Source: an optimization exercise on an open RTL-to-GDS flow (aim: small area). Production flows keep margins and buffers that such runs may drop.
Only simulation tests tie the RTL to the original design; equivalence was not proved.
Power is estimated from default activity; no workload was simulated.

Setup of main:
==> flow/design.v <==
module smbus_engine #(
    parameter CAP      = 48,    
    parameter FE_DELAY = 2      
) (
    input  wire        clk,
    input  wire        rst,
    input  wire        cmd_valid,
    output wire        cmd_ready,
    input  wire [7:0]  cmd_op,
    input  wire [3:0]  cmd_bus,
    input  wire [7:0]  cmd_addr,
    input  wire [7:0]  cmd_byte,
    input  wire [15:0] cmd_val16,
    input  wire [7:0]  cmd_t,
    input  wire [1:0]  cmd_datw,
    input  wire [1:0]  cmd_datr,
    input  wire        cmd_ed,
    input  wire        cfg_fast,
    input  wire [4:0]  cfg_nbus,
    input  wire [7:0]  cfg_max_retries,
    output wire        res_valid,
    output wire [3:0]  res_code,
    output wire [15:0] res_val,
    output wire [8:0]  res_size,
    output wire [8:0]  res_entry,
    output wire [7:0]  res_attempt,
    output wire        ev_valid,
    output wire [1:0]  ev_kind,
    output wire [1:0]  ev_reg,
    output wire [31:0] ev_wdata,
    input  wire        ev_ready,
    input  wire [31:0] ev_rdata,
    output wire [5:0]  buf_addr,
    output wire        buf_we,
    output wire [7:0]  buf_wdata,
    input  wire [7:0]  buf_rdata
);
    localparam E_OK = 4'd0, E_FEMPTY = 4'd1, E_TIMEOUT = 4'd3,
               E_BUFSMALL = 4'd8, E_SHAPE = 4'd9, E_NOBUS = 4'd12;
    localparam [4:0] S_IDLE = 5'b0_00_11,    
                     S_DONE = 5'b0_01_11,    
                     S_SEQ  = 5'b0_01_01,    
                     S_COL  = 5'b0_11_00,    
                     S_FEW  = 5'b0_00_10,    
                     S_PRD  = 5'b0_10_00,    
                     S_PWT  = 5'b0_01_10,    
                     S_RRD  = 5'b1_10_00,    
                     S_RW1  = 5'b1_10_01,    
                     S_RWT  = 5'b0_10_10,    
                     S_RW2  = 5'b0_10_01;    
    localparam [1:0] P_SINGLE = 2'b00, P_DISC = 2'b10, P_MAIN = 2'b11, P_FAST = 2'b01;
    reg [4:0]  state;
    reg        rdp;            
    reg        blk;            
    reg        i2c;            
    reg [3:0]  bus;
    reg [6:0]  addr;
    reg [7:0]  cbyte;
    reg [15:0] val16;
    reg [1:0]  t2;             
    reg        tbig;           
    reg [1:0]  dat;            
    reg        ed;
    reg [7:0]  max_retries;
    reg [1:0]  pass;
    reg [8:0]  size;           
    reg [7:0]  attempt;
    reg [5:0]  cnt;            
    reg [29:0] dr;             
    reg [3:0]  err;
    wire [10:0] elapsed = {dr[29:20], dr[15]};
    wire [3:0]  fe_n    = dr[19:16];
    wire [15:0] rdv     = {dr[15:8], dr[7:0]};
    wire [10:0] el_step = {elapsed[9:0], elapsed[10] ^ elapsed[8]};
    wire [3:0]  fe_step = {fe_n[2:0], fe_n[3] ^ fe_n[2]};
    localparam [3:0] FE_SEED = 4'h2;               
    wire hs = ev_ready;        
    wire [31:0] r = ev_rdata;
    wire [5:0] cnt_inc = cnt + 6'd1;
    wire       last    = ({3'd0, cnt_inc} == size);
    wire       c_rw    = cmd_op[0];
    wire [3:0] c_size  = cmd_op[4:1];
    wire       c_cls0  = (cmd_op[7:5] == 3'd0);
    wire c_quick = c_cls0 && c_size == 4'd0;
    wire c_byte  = c_cls0 && c_size == 4'd1;
    wire c_bdata = c_cls0 && c_size == 4'd2;
    wire c_wdata = c_cls0 && c_size == 4'd3;
    wire c_block = c_cls0 && c_size == 4'd5;
    wire c_i2cb  = c_cls0 && c_size == 4'd8;
    wire c_valid = c_quick | c_byte | c_bdata | c_wdata | c_block | c_i2cb;
    wire [7:0] blen = buf_rdata;                    
    wire shape_bad = ((c_block | c_i2cb) && !c_rw && blen >= 8'd48) ||
                     (c_i2cb && c_rw && blen >= 8'd61);
    reg [5:0] plan_ss;
    always @(*) begin
        plan_ss = 6'd0;
        if (c_quick)      plan_ss = 6'd1;
        else if (c_byte)  plan_ss = 6'd2;
        else if (c_bdata) plan_ss = 6'd3 + {5'd0, c_rw};        
        else if (c_wdata) plan_ss = 6'd4 + {5'd0, c_rw};        
        else if (c_block) plan_ss = c_rw ? (cfg_fast ? 6'd3 : 6'd4) : blen[5:0] + 6'd3;
        else if (c_i2cb)  plan_ss = blen[5:0] + (c_rw ? 6'd3 : 6'd2);
    end
    reg [10:0] budget;
    always @(*) begin
        if (tbig) budget = 11'h737;
        else case (t2)
            2'd0: budget = 11'h33f;
            2'd1: budget = 11'h453;
            2'd2: budget = 11'h3f0;
            default: budget = 11'h014;
        endcase
    end
    wire i0 = (cnt == 6'd0);
    wire i1 = (cnt == 6'd1);
    wire i2 = (cnt == 6'd2);
    wire ilt3 = (cnt[5:2] == 4'd0) & ~(cnt[1] & cnt[0]);
    wire [7:0] payload = blk ? buf_rdata : (cnt[0] ? val16[15:8] : val16[7:0]);
    wire       d_lsb   = rdp & (~i0 | (size[8:2] == 7'd0) & ~(size[1] & size[0]));
    wire [7:0] d_w     = i1 ? cbyte : (i0 | rdp) ? {addr, d_lsb} : payload;
    wire       dod     = ~rdp | (ilt3 & ~(i1 & size[1] & ~size[0] & size[8:2] == 7'd0));
    wire [31:0] req = {cnt[3:0],                     
                       bus,                          
                       i0 | (rdp & i2),              
                       dod,                          
                       ~(dod | last),                
                       last,                         
                       t2,                           
                       last ? dat : 2'd0,            
                       pass == P_FAST && i2,         
                       last & ed,                    
                       i0 ? size[5:0] : 6'd0,        
                       d_w};                         
    wire check_ti = !(pass == P_FAST && cnt >= 6'd3);
    reg [3:0] vcode;
    always @(*) begin
        vcode = E_OK;
        if (r[10])                                  vcode = 4'd2;
        else if (r[9])                              vcode = 4'd3;
        else if (r[8])                              vcode = 4'd4;
        else if (r[11])                             vcode = 4'd5;
        else if (check_ti && r[15:12] != cnt[3:0])  vcode = 4'd6;
        else if (r[30])                             vcode = 4'd7;
    end
    wire       col   = (state == S_COL);
    wire [1:0] off   = {col | ~i2c, col ^ i2c};
    wire [6:0] bidx  = {1'b0, cnt} - {5'd0, off};
    wire       store = (pass[0] | (pass == P_SINGLE & i2c & rdp)) & ~bidx[6];
    wire       over  = bidx[5] & bidx[4];           
    assign cmd_ready   = (state == S_IDLE);
    assign res_valid   = (state == S_DONE);
    assign res_code    = err;
    assign res_val     = rdv;
    assign res_size    = size;
    assign res_entry   = (cnt == 6'd63) ? 9'h1FF : {3'd0, cnt};
    assign res_attempt = attempt;
    wire seq = (state == S_SEQ);
    assign ev_valid = ~(state[1] & state[0]);
    assign ev_kind  = state[1:0];
    assign ev_reg   = state[3:2] & {2{~state[1]}};
    assign ev_wdata = seq ? req :
                      (state == S_FEW) ? FE_DELAY :
                      (state == S_PWT) ? 32'd1 :
                      (state == S_RWT) ? 32'd10 :
                      {state[4], 1'b1, dr};
    wire disc_bad = pass == P_DISC && last && r[7:0] > 8'd59;
    wire [3:0] col_code = r[31] ? E_FEMPTY :
                          (vcode != E_OK) ? vcode :
                          ((store & over) | disc_bad) ? E_BUFSMALL : E_OK;
    wire accept = col & hs & ~r[31] & (vcode == E_OK) & ~(store & over);
    assign buf_we    = accept & store;
    assign buf_addr  = (state == S_IDLE) ? 6'd0 : bidx[5:0];
    assign buf_wdata = r[7:0];
    always @(posedge clk) begin
        begin
            case (state)
                S_IDLE: begin
                        rdp         <= c_rw;
                        blk         <= c_block | c_i2cb;
                        i2c         <= c_i2cb;
                        bus         <= cmd_bus;
                        addr        <= cmd_addr[6:0];
                        cbyte       <= cmd_byte;
                        val16       <= cmd_val16;
                        t2          <= cmd_t[1:0];
                        tbig        <= |cmd_t[7:2];
                        dat         <= c_rw ? cmd_datr : cmd_datw;
                        ed          <= cmd_ed;
                        max_retries <= cfg_max_retries;
                        attempt     <= 8'd0;
                        cnt         <= 6'd0;
                        size        <= {3'd0, plan_ss};
                        pass        <= (c_block & c_rw) ? (cfg_fast ? P_FAST : P_DISC) : P_SINGLE;
                        err         <= (c_valid && {1'b0, cmd_bus} >= cfg_nbus) ? E_NOBUS : E_SHAPE;
                        if (cmd_valid)
                            state <= (!c_valid || {1'b0, cmd_bus} >= cfg_nbus || cmd_addr[7] || shape_bad)
                                     ? S_DONE : S_SEQ;
                end
                S_SEQ: begin
                    dr[19:16] <= FE_SEED;
                    {dr[29:20], dr[15]} <= budget;
                    if (hs) begin
                        if (last) begin
                            cnt        <= 6'd0;
                            state      <= (pass == P_FAST) ? S_PRD : S_COL;
                        end else begin
                            cnt <= cnt_inc;
                        end
                    end
                end
                S_COL: begin
                    if (cnt[0]) dr[15:0] <= {8'd0, r[7:0]};
                    else        dr[15:8] <= r[7:0];
                    err <= col_code;
                    if (hs) begin
                        if (r[31]) begin
                            if (&fe_n) begin
                                state <= S_RRD;
                            end else begin
                                dr[19:16] <= fe_step;
                                state     <= S_FEW;
                            end
                        end else if (vcode != E_OK) begin
                            state <= S_RRD;
                        end else if (store & over) begin
                            state <= S_RRD;
                        end else begin
                            dr[19:16] <= FE_SEED;
                            cnt       <= cnt_inc;
                            if ((pass == P_FAST && cnt == 6'd3) || (pass == P_DISC && last && r[7:0] <= 8'd59))
                                size <= 9'd4 + {1'b0, r[7:0]};
                            if ((pass == P_FAST && cnt == 6'd3) ? (r[7:0] == 8'd0) : (last && !(pass == P_FAST && cnt == 6'd2))) begin
                                if (pass == P_DISC) begin
                                    if (r[7:0] > 8'd59) begin
                                        cnt   <= 6'd63;
                                        state <= S_RRD;
                                    end else begin
                                        pass  <= P_MAIN;
                                        cnt   <= 6'd0;
                                        state <= S_SEQ;
                                    end
                                end else begin
                                    state <= S_DONE;
                                end
                            end
                        end
                    end
                end
                S_FEW: if (hs) state <= S_COL;
                S_PRD: begin
                    err <= E_TIMEOUT;
                    if (hs) begin
                        if (!r[26]) begin
                            state <= S_COL;
                        end else if (&elapsed) begin
                            cnt   <= 6'd63;
                            state <= S_RRD;
                        end else begin
                            state <= S_PWT;
                        end
                    end
                end
                S_PWT: begin
                    if (hs) begin
                        {dr[29:20], dr[15]} <= el_step;
                        state    <= S_PRD;
                    end
                end
                S_RRD: begin
                    dr <= r[29:0];                  
                    if (hs) state <= S_RW1;
                end
                S_RW1: if (hs) state <= S_RWT;
                S_RWT: if (hs) state <= S_RW2;
                S_RW2: begin
                    if (hs) begin
                        if (!err[3] && attempt != max_retries) begin
                            attempt <= attempt + 8'd1;
                            cnt     <= 6'd0;
                            if (pass[1]) begin
                                pass <= P_DISC;
                                size <= 9'd4;
                            end else if (pass[0]) begin
                                size <= 9'd3;
                            end
                            state   <= S_SEQ;
                        end else begin
                            state <= S_DONE;
                        end
                    end
                end
                default: state <= S_IDLE;    
            endcase
        end
        if (rst) state <= S_IDLE;
    end
endmodule
export LEC_CHECK = 0
export CAP_MARGIN = 20
export CORE_MARGIN = 2
export CORE_UTILIZATION = 40
export PLACE_DENSITY = 0.6
export SLEW_MARGIN = 20
create_clock -name core_clock -period 5.0 [get_ports {clk}]
standard.sh (not shown) runs the stock make flow with config.mk's settings and CLKGATE_MAP_FILE= SYNTH_SCRIPT=/design/flow/synth_recipe.tcl, a recipe that flattens the netlist after the stock synthesis.
==> flow/flow/run.sh <==
#!/bin/bash
# Layout flow: the standard flow (standard.sh) with these settings of its own:
#  - synthesis is the standard synthesis script, with an area-oriented ABC mapping
#    script (flow/abc_area.script) in place of ORFS's abc_speed.script; it maps only
#    the combinational logic, so the registers are the standard synthesis's;
#  - the port buffers are sky130_fd_sc_hd__buf_1 (every input and output port still
#    gets its buffer);
#  - clock tree synthesis uses clkbuf_4 buffers and inserts no dummy loads.
# Each step's output goes to a log file here (synth.log, standard.log); ORFS keeps a log
# per step under orfs/logs.
set -euo pipefail
rm -rf abc_scripts
cp -r "$FLOW_HOME/scripts" abc_scripts
cp flow/abc_area.script abc_scripts/abc_speed.script
bash standard.sh "SCRIPTS_DIR=$PWD/abc_scripts" synth > synth.log 2>&1
bash standard.sh \
  "BUFFER_PORTS_ARGS=-buffer_cell sky130_fd_sc_hd__buf_1" \
  "CTS_ARGS=-sink_clustering_enable -repair_clock_nets -buf_list sky130_fd_sc_hd__clkbuf_4 -dont_use_dummy_load" \
  finish > standard.log 2>&1
==> flow/flow/abc_area.script <==
&get -n
&st
&dch -f
&nf -a -F 10 -A 10
&st
&dch -f
&nf -a -F 10 -A 10
&st
&dch -f
&nf -a -F 10 -A 10
&put
topo
stime -c
--- input diff main..the feature branch ---
-- flow/design.v --
<<< main, line 90
    wire c_valid = c_quick | c_byte | c_bdata | c_wdata | c_block | c_i2cb;
    wire [7:0] blen = buf_rdata;                    
    wire shape_bad = ((c_block | c_i2cb) && !c_rw && blen >= 8'd48) ||
                     (c_i2cb && c_rw && blen >= 8'd61);
    reg [5:0] plan_ss;
    always @(*) begin
        plan_ss = 6'd0;
        if (c_quick)      plan_ss = 6'd1;
        else if (c_byte)  plan_ss = 6'd2;
        else if (c_bdata) plan_ss = 6'd3 + {5'd0, c_rw};        
        else if (c_wdata) plan_ss = 6'd4 + {5'd0, c_rw};        
        else if (c_block) plan_ss = c_rw ? (cfg_fast ? 6'd3 : 6'd4) : blen[5:0] + 6'd3;
        else if (c_i2cb)  plan_ss = blen[5:0] + (c_rw ? 6'd3 : 6'd2);
    end
    reg [10:0] budget;
>>> the feature branch, line 90
    wire c_valid = c_quick | c_byte | c_bdata | c_wdata | c_block | c_i2cb;
    wire [7:0] blen = buf_rdata;                    
    wire o_i2c = cmd_op[4];
    wire o_blk = cmd_op[4] | cmd_op[3];
    wire shape_bad = (o_blk && !c_rw && blen >= 8'd48) ||
                     (o_i2c && c_rw && blen >= 8'd61);
    reg [5:0] plan_ss;
    always @(*) begin
        if (o_i2c)        plan_ss = c_rw ? 6'd3 : 6'd2;
        else if (o_blk)   plan_ss = c_rw ? (cfg_fast ? 6'd3 : 6'd4) : 6'd3;
        else              plan_ss = {4'd0, cmd_op[2:1]} + 6'd1 + {5'd0, cmd_op[2] & c_rw};
        if (o_i2c | (o_blk & ~c_rw)) plan_ss = plan_ss + blen[5:0];
    end
    reg [10:0] budget;
<<< main, line 119
    wire       d_lsb   = rdp & (~i0 | (size[8:2] == 7'd0) & ~(size[1] & size[0]));
    wire [7:0] d_w     = i1 ? cbyte : (i0 | rdp) ? {addr, d_lsb} : payload;
    wire       dod     = ~rdp | (ilt3 & ~(i1 & size[1] & ~size[0] & size[8:2] == 7'd0));
    wire [31:0] req = {cnt[3:0],                     
                       bus,                          
>>> the feature branch, line 118
    wire       d_lsb   = rdp & (~i0 | (size[8:2] == 7'd0) & ~(size[1] & size[0]));
    wire [7:0] d_w     = i1 ? cbyte : (i0 | rdp) ? {addr, d_lsb} : payload;
    wire       dod     = ~rdp | (ilt3 & ~(i1 & last));        
    wire [31:0] req = {cnt[3:0],                     
                       bus,                          
<<< main, line 146
    wire [1:0] off   = {col | ~i2c, col ^ i2c};
    wire [6:0] bidx  = {1'b0, cnt} - {5'd0, off};
    wire       store = (pass[0] | (pass == P_SINGLE & i2c & rdp)) & ~bidx[6];
    wire       over  = bidx[5] & bidx[4];           
    assign cmd_ready   = (state == S_IDLE);
>>> the feature branch, line 145
    wire [1:0] off   = {col | ~i2c, col ^ i2c};
    wire [6:0] bidx  = {1'b0, cnt} - {5'd0, off};
    wire       store = (pass[0] | (i2c & rdp)) & ~bidx[6];
    wire       over  = bidx[5] & bidx[4];           
    assign cmd_ready   = (state == S_IDLE);
<<< main, line 177
                S_IDLE: begin
                        rdp         <= c_rw;
                        blk         <= c_block | c_i2cb;
                        i2c         <= c_i2cb;
                        bus         <= cmd_bus;
                        addr        <= cmd_addr[6:0];
>>> the feature branch, line 176
                S_IDLE: begin
                        rdp         <= c_rw;
                        blk         <= o_blk;
                        i2c         <= o_i2c;
                        bus         <= cmd_bus;
                        addr        <= cmd_addr[6:0];
<<< main, line 191
                        cnt         <= 6'd0;
                        size        <= {3'd0, plan_ss};
                        pass        <= (c_block & c_rw) ? (cfg_fast ? P_FAST : P_DISC) : P_SINGLE;
                        err         <= (c_valid && {1'b0, cmd_bus} >= cfg_nbus) ? E_NOBUS : E_SHAPE;
                        if (cmd_valid)
>>> the feature branch, line 190
                        cnt         <= 6'd0;
                        size        <= {3'd0, plan_ss};
                        pass        <= (o_blk & ~o_i2c & c_rw) ? (cfg_fast ? P_FAST : P_DISC) : P_SINGLE;
                        err         <= (c_valid && {1'b0, cmd_bus} >= cfg_nbus) ? E_NOBUS : E_SHAPE;
                        if (cmd_valid)
<<< main, line 214
                    err <= col_code;
                    if (hs) begin
                        if (r[31]) begin
                            if (&fe_n) begin
                                state <= S_RRD;
                            end else begin
                                dr[19:16] <= fe_step;
                                state     <= S_FEW;
                            end
>>> the feature branch, line 213
                    err <= col_code;
                    if (hs) begin
                        dr[19:16] <= r[31] ? fe_step : FE_SEED;
                        if (r[31]) begin
                            if (&fe_n) begin
                                state <= S_RRD;
                            end else begin
                                state     <= S_FEW;
                            end
<<< main, line 226
                            state <= S_RRD;
                        end else begin
                            dr[19:16] <= FE_SEED;
                            cnt       <= cnt_inc;
                            if ((pass == P_FAST && cnt == 6'd3) || (pass == P_DISC && last && r[7:0] <= 8'd59))
>>> the feature branch, line 225
                            state <= S_RRD;
                        end else begin
                            cnt       <= cnt_inc;
                            if ((pass == P_FAST && cnt == 6'd3) || (pass == P_DISC && last && r[7:0] <= 8'd59))
Notes after the runs:
In the metrics for the feature branch and main, the one carrying the higher worst hold slack is main.
[diff] total non-filler cell area in the finished layout, the feature branch relative to main: improvement
The feature branch and main ended up with roughly the same part of the total power dissipated in the clock network.
The core of the feature branch is more densely filled than that of main.
Synthesis-to-layout area growth delta for the feature branch relative to main: 0.32 points higher
Wire length on met3: the feature branch vs main down about 17%
Looking at wire length of the first global-routing pass, the feature branch sits 3.4% below main.
When the final numbers for the feature branch and main were put side by side, the standard-cell row count turned out to be greater in main.
Side by side, synthesized netlist net count turned out lower in the feature branch than in main.
Comparing main against the feature branch, there is no change at all in flip-flop and latch count.
Where setup slack is concerned, main is outperformed by the feature branch.
Compared with main, the feature branch shows synthesized area that has gone down by a few percent.

==> what the ideal ports hide <==
In the flow no input, the clock included, has a driving cell. The finished layouts below were timed again as built, in two steps.
Step 1 (the two cells are an assumption about what drives the block):
set clk [get_ports {clk}]
set_driving_cell -lib_cell sky130_fd_sc_hd__clkbuf_16 $clk
set_driving_cell -lib_cell sky130_fd_sc_hd__buf_2 [delete_from_list [all_inputs] $clk]
Step 2 also shifts input and output timing later by t, the mid clock arrival at the registers, as if the neighbouring blocks saw the same clock.
Slacks: ideal / step 1 / step 2; pairs: ideal / step 1.
| run | t (ns) | slack for setup (ns) | worst setup path after step 2 | clock arrival spread, ns |
|---|---|---|---|---|
| main | 0.580 | 0.230 / 0.187 / 0.767 | register to output | 0.047 / 0.047 |
| the feature branch | 0.554 | 0.319 / 0.279 / 0.665 | register to register | 0.033 / 0.033 |
After both steps setup and hold are still met in every run listed.
